This design comes from an exercise in tuning for small area, a short achievable clock period and few clock cycles on the open sky130 flow, not from production work. Where RTL was checked, it was by simulation tests only, not by an equivalence proof against the original. Power figures rest on the tool's default switching activity, not on a simulated workload.

Setup of v28:
==> flow/design.v (excerpt) <==
module baton_relay_core (
    input  wire        clk,
    input  wire        rst,
    input  wire [63:0] cfg_turns_required,
    input  wire        cmd_valid,
    output wire        cmd_ready,
    input  wire [1:0]  cmd_op,
    input  wire [7:0]  cmd_seed,
    input  wire        rx_valid,
    output wire        rx_ready,
    input  wire [63:0] rx_data,
    input  wire [3:0]  rx_len,
    input  wire        rx_fin,
    input  wire        offer_valid,
    output wire        offer_ready,
    input  wire [15:0] offer_len,
    output wire        tx_valid,
    input  wire        tx_ready,
    output wire [63:0] tx_data,
    output wire [3:0]  tx_len,
    output wire        tx_fin,
    output wire        tx_last,
    output wire        idle,
    output wire [2:0]  state,
    output wire        role,
    output wire [7:0]  baton_out,
    output wire [7:0]  baton_in,
    output wire [63:0] turn_count,
    output wire [63:0] rx_byte_count,
    output wire [2:0]  close_code,
    output wire        dgram_ready,
    output wire [7:0]  dgram_value
);
Size in the first run: roughly 2200 cells after synthesis, roughly 400 I/O pins, about 19000 um^2 of cells after synthesis.
export LEC_CHECK = 0
export CAP_MARGIN = 20
export CORE_MARGIN = 2
export CORE_UTILIZATION = 40
export SETUP_SLACK_MARGIN = 4.9
export SLEW_MARGIN = 20
create_clock -name core_clock -period 8.0 [get_ports {clk}]
standard.sh (not shown) runs the stock make flow with config.mk's settings and CLKGATE_MAP_FILE= SYNTH_SCRIPT=/design/flow/synth_recipe.tcl, a recipe that flattens the netlist after the stock synthesis.
==> flow/flow/run.sh <==
#!/bin/bash
# Standard layout, with every port buffered by the smallest buffer instead of
# the flow's default choice. Full make output goes to standard.log.
set -euo pipefail
export BUFFER_PORTS_ARGS="-buffer_cell sky130_fd_sc_hd__buf_1"
bash standard.sh finish > standard.log 2>&1
v28 went all the way through synthesis, placement and routing and the layout is clean on timing, DRC and antenna.
Changes in v57 relative to v28:
Settings: SETUP_SLACK_MARGIN: 4.9 -> 4.5.
[summary]
The wire length of the first global-routing pass of v57 falls short of that of v28 by 1000 um.
| combinational share of power | v57 vs v28 | 1.4 points lower |
Relative to v28, share of final layout cell area taken by non-clock buffers has decreased by 1.2 points in v57.
Summary — worst relative slew slack, v57 relative to v28: lower, by 11 points.
Compared with v28, in v57 global-route usage over all layers fell by 0.25 points, filler cell count saw an increase.
Relative to v57, the following input files were edited for v35:
Settings: swapping 4.5 for 4.9 in SETUP_SLACK_MARGIN.
==> flow/flow/run.sh <==
#!/bin/bash
# Standard layout (standard.sh) with two changes:
#  - synthesis maps the logic with flow/area.abc (see flow/synth.tcl);
#  - every port is buffered by the smallest buffer.
# Full make output goes to standard.log; ORFS keeps each step's log under orfs/logs.
set -euo pipefail
here=$(pwd)
export BUFFER_PORTS_ARGS="-buffer_cell sky130_fd_sc_hd__buf_1"
export FLOW_ABC_SCRIPT="$here/flow/area.abc"
sed "s#SYNTH_SCRIPT=[^ ]*#SYNTH_SCRIPT=$here/flow/synth.tcl#" standard.sh > standard_area.sh
bash standard_area.sh finish > standard.log 2>&1
==> flow/flow/area.abc (new file) <==
&get -n
&st
&syn2
&syn2
&dch -f
&nf -R 2000
&put
==> flow/flow/synth.tcl (new file) <==
# The standard flow's synthesis script (synth_recipe.tcl), with one change: ABC maps the
# logic with flow/area.abc, an area-recovering script, in place of ORFS's
# speed script. Registers, passes, flattening and renaming are unchanged.
proc synth {args} { yosys synth -nofsm -noshare {*}$args }
proc abc {args} {
  set i [lsearch -exact $args -script]
  if {$i >= 0} { lset args [expr {$i + 1}] $::env(FLOW_ABC_SCRIPT) }
  yosys abc {*}$args
}
source $::env(SCRIPTS_DIR)/synth.tcl
# left out here: clear keep_hierarchy, flatten, clean up, hide names made inside functions, write 1_2_yosys.v
- [v35] design area rose 0.57% relative to v57
- Inverter count of the layout excluding clock inverters | v35 below v57
- For the overall power of the completed layout, v35 came in 1.6% lower than v57 did.
- fl[6]$_SDFF_PP0_ as the launch point of the critical path was reported by v35, and cmd_valid by v57.
Input-level comparison between v21 and v35:
Settings: SETUP_SLACK_MARGIN changed from 4.9 to 5.0.
==> flow/flow/run.sh <==
#!/bin/bash
# Standard layout, with every port buffered by the smallest buffer instead of
# the flow's default choice. Full make output goes to standard.log.
set -euo pipefail
export BUFFER_PORTS_ARGS="-buffer_cell sky130_fd_sc_hd__buf_1"
bash standard.sh finish > standard.log 2>&1
removed: flow/flow/area.abc
removed: flow/flow/synth.tcl
Findings:
[v21] estimated wirelength of the detail-placed design rose about 3% relative to v35
Going from v35 to v21, the final routed wire length divided by cell count was found to have gone up by 0.21 um.
Higher clock network fraction of total power among v35 and v21: v21
v35 -> v21: power of the sequential group decreased by a few percent
No run of this note included a check of the RTL's function; only the layout flow was run.

Setup of Q:
baton_relay_core, a different RTL version from the one above (not shown whole).
For scale: about 2600 cells after synthesis, ~280 flip-flops, ~400 I/O pins.
## baton_relay_core
module baton_relay_core (
    input  wire        clk,
    input  wire        rst,
    input  wire [63:0] cfg_turns_required,
    input  wire        cmd_valid,
    output wire        cmd_ready,
    input  wire [1:0]  cmd_op,
    input  wire [7:0]  cmd_seed,
    input  wire        rx_valid,
    output wire        rx_ready,
    input  wire [63:0] rx_data,
    input  wire [3:0]  rx_len,
    input  wire        rx_fin,
    input  wire        offer_valid,
    output wire        offer_ready,
    input  wire [15:0] offer_len,
    output wire        tx_valid,
    input  wire        tx_ready,
    output wire [63:0] tx_data,
    output wire [3:0]  tx_len,
    output wire        tx_fin,
    output wire        tx_last,
    output wire        idle,
    output wire [2:0]  state,
    output wire        role,
    output wire [7:0]  baton_out,
    output wire [7:0]  baton_in,
    output wire [63:0] turn_count,
    output wire [63:0] rx_byte_count,
    output wire [2:0]  close_code,
    output wire        dgram_ready,
    output wire [7:0]  dgram_value
);
    localparam OP_ACCEPT   = 2'd0;
    localparam OP_CONNECT  = 2'd1;
    localparam OP_DEREG    = 2'd2;
    localparam OP_TIMEOUT  = 2'd3;
    localparam S_IDLE   = 3'd0;
    localparam S_READY  = 3'd1;
    localparam S_SENT   = 3'd2;
    localparam S_DONE   = 3'd3;
    localparam S_CLOSED = 3'd5;
    localparam [1:0] CC_SUCCESS   = 2'b00;
    localparam [1:0] CC_MALFORMED = 2'b01;
    localparam [1:0] CC_TIMEOUT   = 2'b10;
    localparam [1:0] CC_NONE      = 2'b11;
    localparam [1:0] D_IDLE = 2'd0;    
    localparam [1:0] D_LEN2 = 2'd1;    
    localparam [1:0] D_BODY = 2'd2;    
    localparam [1:0] D_DONE = 2'd3;    
    reg [2:0]  st;
    reg        role_r;
    reg [7:0]  baton_out_r;
    reg [7:0]  baton_in_r;
    reg        first_seen;
    reg [63:1] tc_hi;           
    reg [63:0] turns_req;
    reg [63:0] rx_bytes;
    reg [1:0]  cc;
    reg        dgram_ready_r;
    reg [7:0]  dgram_value_r;
    reg [1:0]  dph;
    reg [13:0] rem;             
    reg        send_q;          
    reg [14:0] fl;              
    reg        tx_busy;
    reg        last_r;          
  ...
==> flow/config.mk <==
export PLATFORM = sky130hd
export DESIGN_NAME = baton_relay_core
export DESIGN_NICKNAME = baton_relay_core
export VERILOG_FILES = /design/flow/design.v
export SDC_FILE = /design/flow/constraint.sdc
export NUM_CORES = 4
export LEC_CHECK = 0
export CAP_MARGIN = 20
export CORE_MARGIN = 2
export CORE_UTILIZATION = 40
export SLEW_MARGIN = 20
==> flow/constraint.sdc <==
create_clock -name core_clock -period 8.0 [get_ports {clk}]
set_input_delay 1.6000 -clock core_clock [delete_from_list [all_inputs] [get_ports {clk}]]
set_output_delay 1.6000 -clock core_clock [all_outputs]
set_load 0.01 [all_outputs]
run.sh (not shown) runs the stock make flow with config.mk's settings and CLKGATE_MAP_FILE= SYNTH_SCRIPT=/design/flow/synth_recipe.tcl, a recipe that flattens the netlist after the stock synthesis.
Stock flow here: none of the scripts above is used.
The following lists how T was set up differently from Q:
==> flow/flow/run.sh (new file) <==
#!/bin/bash
# Standard layout, with every port buffered by the smallest buffer instead of
# the flow's default choice. Full make output goes to standard.log.
set -euo pipefail
export BUFFER_PORTS_ARGS="-buffer_cell sky130_fd_sc_hd__buf_1"
bash standard.sh finish > standard.log 2>&1
==> flow/standard.sh (new file) <==
#!/bin/bash
# synth_recipe.tcl (not shown) runs the flow's synth.tcl, then flattens the netlist and writes it again
# the make line also repeats each setting of config.mk as NAME=value (left out here)
make -C /OpenROAD-flow-scripts/flow DESIGN_CONFIG=/design/flow/config.mk WORK_HOME=/design/flow/orfs CLKGATE_MAP_FILE= SYNTH_SCRIPT=/design/flow/synth_recipe.tcl "${@:-finish}"
removed: flow/run.sh
Notes after the runs:
T does worse than Q on setup clock skew after layout. Relative to Q, the average wire length per cell after detail routing of T is lower by 3.3%. As of T, final standard cell area without fillers had fallen by a little under 10% compared to Q. Via count of the first global-routing pass is lower on T.
Function was not checked in any run of this note: the RTL went through the layout flow alone.

baton_relay_core, a different RTL version from the one above (not shown whole).
Size: ~1900 cells after synthesis, about 330 flip-flops, ~400 I/O pins, roughly 0.017 mm^2 of cells after synthesis.
Settings: LEC_CHECK=0, CAP_MARGIN=20, CORE_MARGIN=2, CORE_UTILIZATION=40, SETUP_SLACK_MARGIN=4.9, SLEW_MARGIN=20; clock period 8.0 ns.
standard.sh (not shown) runs the stock make flow with config.mk's settings and CLKGATE_MAP_FILE= SYNTH_SCRIPT=/design/flow/synth_recipe.tcl, a recipe that flattens the netlist after the stock synthesis.
==> flow/flow/run.sh <==
#!/bin/bash
# Standard layout (standard.sh) with two changes:
#  - synthesis maps the logic with flow/area.abc (see flow/synth.tcl);
#  - every port is buffered by the smallest buffer.
# Full make output goes to standard.log; ORFS keeps each step's log under orfs/logs.
set -euo pipefail
here=$(pwd)
export BUFFER_PORTS_ARGS="-buffer_cell sky130_fd_sc_hd__buf_1"
export FLOW_ABC_SCRIPT="$here/flow/area.abc"
sed "s#SYNTH_SCRIPT=[^ ]*#SYNTH_SCRIPT=$here/flow/synth.tcl#" standard.sh > standard_area.sh
bash standard_area.sh finish > standard.log 2>&1
==> flow/flow/area.abc <==
&get -n
&st
&dc2
&syn2
&dc2
&dch -f
&nf -R 2000
&put
==> flow/flow/synth.tcl <==
# The standard flow's synthesis script (synth_recipe.tcl), with one change: ABC maps the
# logic with the script in FLOW_ABC_SCRIPT (flow/area.abc, an area-recovering
# script) in place of ORFS's speed script. Registers, passes, flattening and
# renaming are unchanged.
proc synth {args} { yosys synth -nofsm -noshare {*}$args }
proc use_own_abc_script {name1 name2 op} {
  upvar #0 abc_args a
  set i [lsearch -exact $a -script]
  if {$i >= 0} { lset a [expr {$i + 1}] $::env(FLOW_ABC_SCRIPT) }
}
trace add variable ::abc_args write use_own_abc_script
source $::env(SCRIPTS_DIR)/synth.tcl
# left out here: clear keep_hierarchy, flatten, clean up, hide names made inside functions, write 1_2_yosys.v
Testbench counts at the start, summed over its fixed seeds: cycles 196,564.
Then changed:
- SETUP_SLACK_MARGIN: 4.9 -> 5.0
Die area is unchanged.
Routed wire length rose by about 1.2%.
Synthesized area is unchanged.
Critical path depth grows by 11.
First-iteration DRC count goes down by 3.2%.

baton_relay_core, a different RTL version from the one above (not shown whole).
Size: ~2100 cells after synthesis, about 320 flip-flops, roughly 400 I/O pins, ~18000 µm² of cells after synthesis.
Settings: LEC_CHECK=0, CAP_MARGIN=20, CORE_MARGIN=2, CORE_UTILIZATION=40, SETUP_SLACK_MARGIN=4.5, SLEW_MARGIN=20; clock period 8.0 ns.
==> flow/flow/run.sh <==
#!/bin/bash
# Standard layout, with every port buffered by the smallest buffer instead of
# the flow's default choice. Full make output goes to standard.log.
set -euo pipefail
export BUFFER_PORTS_ARGS="-buffer_cell sky130_fd_sc_hd__buf_1"
bash standard.sh finish > standard.log 2>&1
Then changed:
--- a/flow/config.mk
+++ b/flow/config.mk
@@ -11 +11 @@
-export SETUP_SLACK_MARGIN = 4.5
+export SETUP_SLACK_MARGIN = 4.9
Outcome:
- The changed run finished with timing, DRC and antenna clean
- via count increases by 0.44%
- combinational power increases by 4.4%
- worst setup slack improves by 68 ps
- final area increases by 2.2%
- global-route usage barely changes
- routed wire length increases by 0.46%
Function was not checked in any run of this note: the RTL went through the layout flow alone.

Another version of the RTL of baton_relay_core (not shown whole).
Size: ~400 I/O pins.
==> flow/config.mk <==
export PLATFORM = sky130hd
export DESIGN_NAME = baton_relay_core
export DESIGN_NICKNAME = baton_relay_core
export VERILOG_FILES = /design/flow/design.v
export SDC_FILE = /design/flow/constraint.sdc
export NUM_CORES = 4
export LEC_CHECK = 0
export CAP_MARGIN = 20
export CORE_MARGIN = 2
export CORE_UTILIZATION = 40
export SETUP_SLACK_MARGIN = 4.9
export SLEW_MARGIN = 20
==> flow/constraint.sdc <==
create_clock -name core_clock -period 8.0 [get_ports {clk}]
set_input_delay 1.6000 -clock core_clock [delete_from_list [all_inputs] [get_ports {clk}]]
set_output_delay 1.6000 -clock core_clock [all_outputs]
set_load 0.01 [all_outputs]
Scripts as last shown in full above: flow/flow/run.sh
Testbench counts at the start, summed over its fixed seeds: cycles 196,564.
==> next run, changes <==
--- a/flow/config.mk
+++ b/flow/config.mk
@@ -8,5 +8,5 @@
 export CAP_MARGIN = 20
 export CORE_MARGIN = 2
-export CORE_UTILIZATION = 40
+export CORE_UTILIZATION = 60
 export SETUP_SLACK_MARGIN = 4.9
 export SLEW_MARGIN = 20
Effect:
- wire length is lower by 9.5%
- core utilization came out higher by 24 points
- global-route usage came out higher by 8.8 points
- via count increases by 1.2%
- non-clock buffer count went down by 5
- sequential share of layout area rose by 0.59 points
- cell count goes down by 7.0%
- die area falls by 33%
- final area is lower by about 2%
- critical path depth is higher by 7
==> next run, changes <==
--- a/flow/config.mk
+++ b/flow/config.mk
@@ -8,5 +8,6 @@
 export CAP_MARGIN = 20
 export CORE_MARGIN = 2
-export CORE_UTILIZATION = 60
+export CORE_UTILIZATION = 40
+export GPL_TIMING_DRIVEN = 1
 export SETUP_SLACK_MARGIN = 4.9
 export SLEW_MARGIN = 20
Final area grows by a few percent. Via count shrinks slightly. Utilization shrinks by 24 points. Sequential power is about the same. Sequential share of layout area shrinks by 0.59 points. Final cell count grows by a little under a tenth. Routed wire length grows by roughly a tenth.
==> next run, changes <==
==> flow/flow/run.sh (replaced) <==
#!/bin/bash
# Standard layout (standard.sh) with two changes:
#  - synthesis maps the logic with flow/area.abc (see flow/synth.tcl);
#  - every port is buffered by the smallest buffer.
# Full make output goes to standard.log; ORFS keeps each step's log under orfs/logs.
set -euo pipefail
here=$(pwd)
export BUFFER_PORTS_ARGS="-buffer_cell sky130_fd_sc_hd__buf_1"
export FLOW_ABC_SCRIPT="$here/flow/area.abc"
sed "s#SYNTH_SCRIPT=[^ ]*#SYNTH_SCRIPT=$here/flow/synth.tcl#" standard.sh > standard_area.sh
bash standard_area.sh finish > standard.log 2>&1
==> flow/flow/area.abc (new file) <==
&get -n
&st
&dc2
&syn2
&dc2
&dch -f
&nf -R 2000
&put
==> flow/flow/synth.tcl (new file) <==
# The standard flow's synthesis script (synth_recipe.tcl), with one change: ABC maps the
# logic with the script in FLOW_ABC_SCRIPT (flow/area.abc, an area-recovering
# script) in place of ORFS's speed script. Registers, passes, flattening and
# renaming are unchanged.
proc synth {args} { yosys synth -nofsm -noshare {*}$args }
proc use_own_abc_script {name1 name2 op} {
  upvar #0 abc_args a
  set i [lsearch -exact $a -script]
  if {$i >= 0} { lset a [expr {$i + 1}] $::env(FLOW_ABC_SCRIPT) }
}
trace add variable ::abc_args write use_own_abc_script
source $::env(SCRIPTS_DIR)/synth.tcl
# left out here: clear keep_hierarchy, flatten, clean up, hide names made inside functions, write 1_2_yosys.v
--- a/flow/config.mk
+++ b/flow/config.mk
@@ -9,5 +9,4 @@
 export CORE_MARGIN = 2
 export CORE_UTILIZATION = 40
-export GPL_TIMING_DRIVEN = 1
-export SETUP_SLACK_MARGIN = 4.9
+export SETUP_SLACK_MARGIN = 5.0
 export SLEW_MARGIN = 20
After rerunning: Non-clock buffer count decreases by 6; worst setup slack got worse by 0.011 ns; clock skew decreases by 0.0052 ns; fmax decreases by 0.37%; synthesized area decreases by 8.0%; via count decreases by 6.1%; global-route usage increases by 0.33 points; count of clock-buffer cells in the layout decreases by 1.
==> next run, changes <==
==> flow/flow/area.abc (replaced) <==
&get -n
&st
&dc2
&syn2
&dc2
&dch -f
&nf -R 2000
&put
&get -n
&st
&dch -f
&nf -R 2000
&put
--- a/flow/config.mk
+++ b/flow/config.mk
@@ -9,4 +9,4 @@
 export CORE_MARGIN = 2
 export CORE_UTILIZATION = 40
-export SETUP_SLACK_MARGIN = 5.0
+export SETUP_SLACK_MARGIN = 4.9
 export SLEW_MARGIN = 20
After rerunning: The changed run finished with timing, DRC and antenna clean. Sequential power stays flat. Synthesized cell count shrinks by 0.37%. Critical path depth came out higher by 11. Count of clock-buffer cells in the layout fell by 8. Final cell count falls by 0.96%. Worst setup slack loses 0.12 ns. Area after synthesis drops by 0.78%. Hold slack gets better by 0.013 ns. Die area came out lower by 0.77%. Global-route usage barely changes.
==> next run, changes <==
==> flow/flow/area.abc (replaced) <==
&get -n
&st
&dc2
&syn2
&dc2
&dch -f
&nf -R 2000
&put
After rerunning: Clock-buffer cell count is higher by 3; sequential cell count stays the same; utilization shrinks by 0.94 points.

afterwards: timing with drivers on the ports:
The results above use ideal ports. As a check the final layouts listed here were re-extracted and re-timed, cells and wires unchanged. Step 1 sets driving cells, clkbuf_16 on the clock port and buf_2 on the other inputs (assumed; they add their load-dependent delay and slew). Step 2 also shifts input and output timing later by t, the mid clock arrival at the registers, as if the neighbouring blocks saw the same clock. Slacks: ideal / step 1 / step 2; pairs: ideal / step 1.
run | shift t [ns] | setup slack, ns | clock arrival spread, ns | worst slew at a driven data input, ns
v28 | 0.601 | 4.822 / 4.841 / 4.240 | 0.029 / 0.029 | 0.07
v57 | 0.615 | 4.585 / 4.588 / 3.992 | 0.035 / 0.035 | 0.08
v35 | 0.611 | 4.332 / 4.332 / 3.745 | 0.034 / 0.034 | 0.10
v21 | 0.619 | 4.816 / 4.807 / 4.188 | 0.042 / 0.042 | 0.07
Q | 0.605 | 1.185 / 1.215 / 0.610 | 0.024 / 0.023 | 0.11
T | 0.614 | 1.687 / 1.716 / 1.102 | 0.030 / 0.030 | 0.10
the first run of note 3 | 0.601 | 4.921 / 4.867 / 4.361 | 0.023 / 0.023 | 0.09
the second run of note 3 | 0.613 | 4.969 / 4.948 / 4.382 | 0.023 / 0.023 | 0.09
the first run of note 4 | 0.616 | 4.397 / 4.397 / 4.017 | 0.034 / 0.034 | 0.04
the second run of note 4 | 0.605 | 4.465 / 4.465 / 4.179 | 0.022 / 0.022 | 0.14
the first run of note 5 | 0.614 | 4.950 / 4.892 / 4.368 | 0.023 / 0.024 | 0.07
the second run of note 5 | 0.573 | 4.923 / 4.909 / 4.364 | 0.018 / 0.019 | 0.07
the third run of note 5 | 0.614 | 4.950 / 4.892 / 4.368 | 0.023 / 0.024 | 0.07
the fourth run of note 5 | 0.610 | 4.939 / 4.965 / 4.355 | 0.018 / 0.018 | 0.09
the fifth run of note 5 | 0.623 | 4.821 / 4.821 / 4.208 | 0.026 / 0.027 | 0.07
the sixth run of note 5 | 0.613 | 4.902 / 4.902 / 4.335 | 0.037 / 0.037 | 0.08
After both steps every run listed still meets setup and hold. For v21, which loses most, drivers alone change the setup slack by -0.009 ns; drivers and shift together by -0.628 ns.
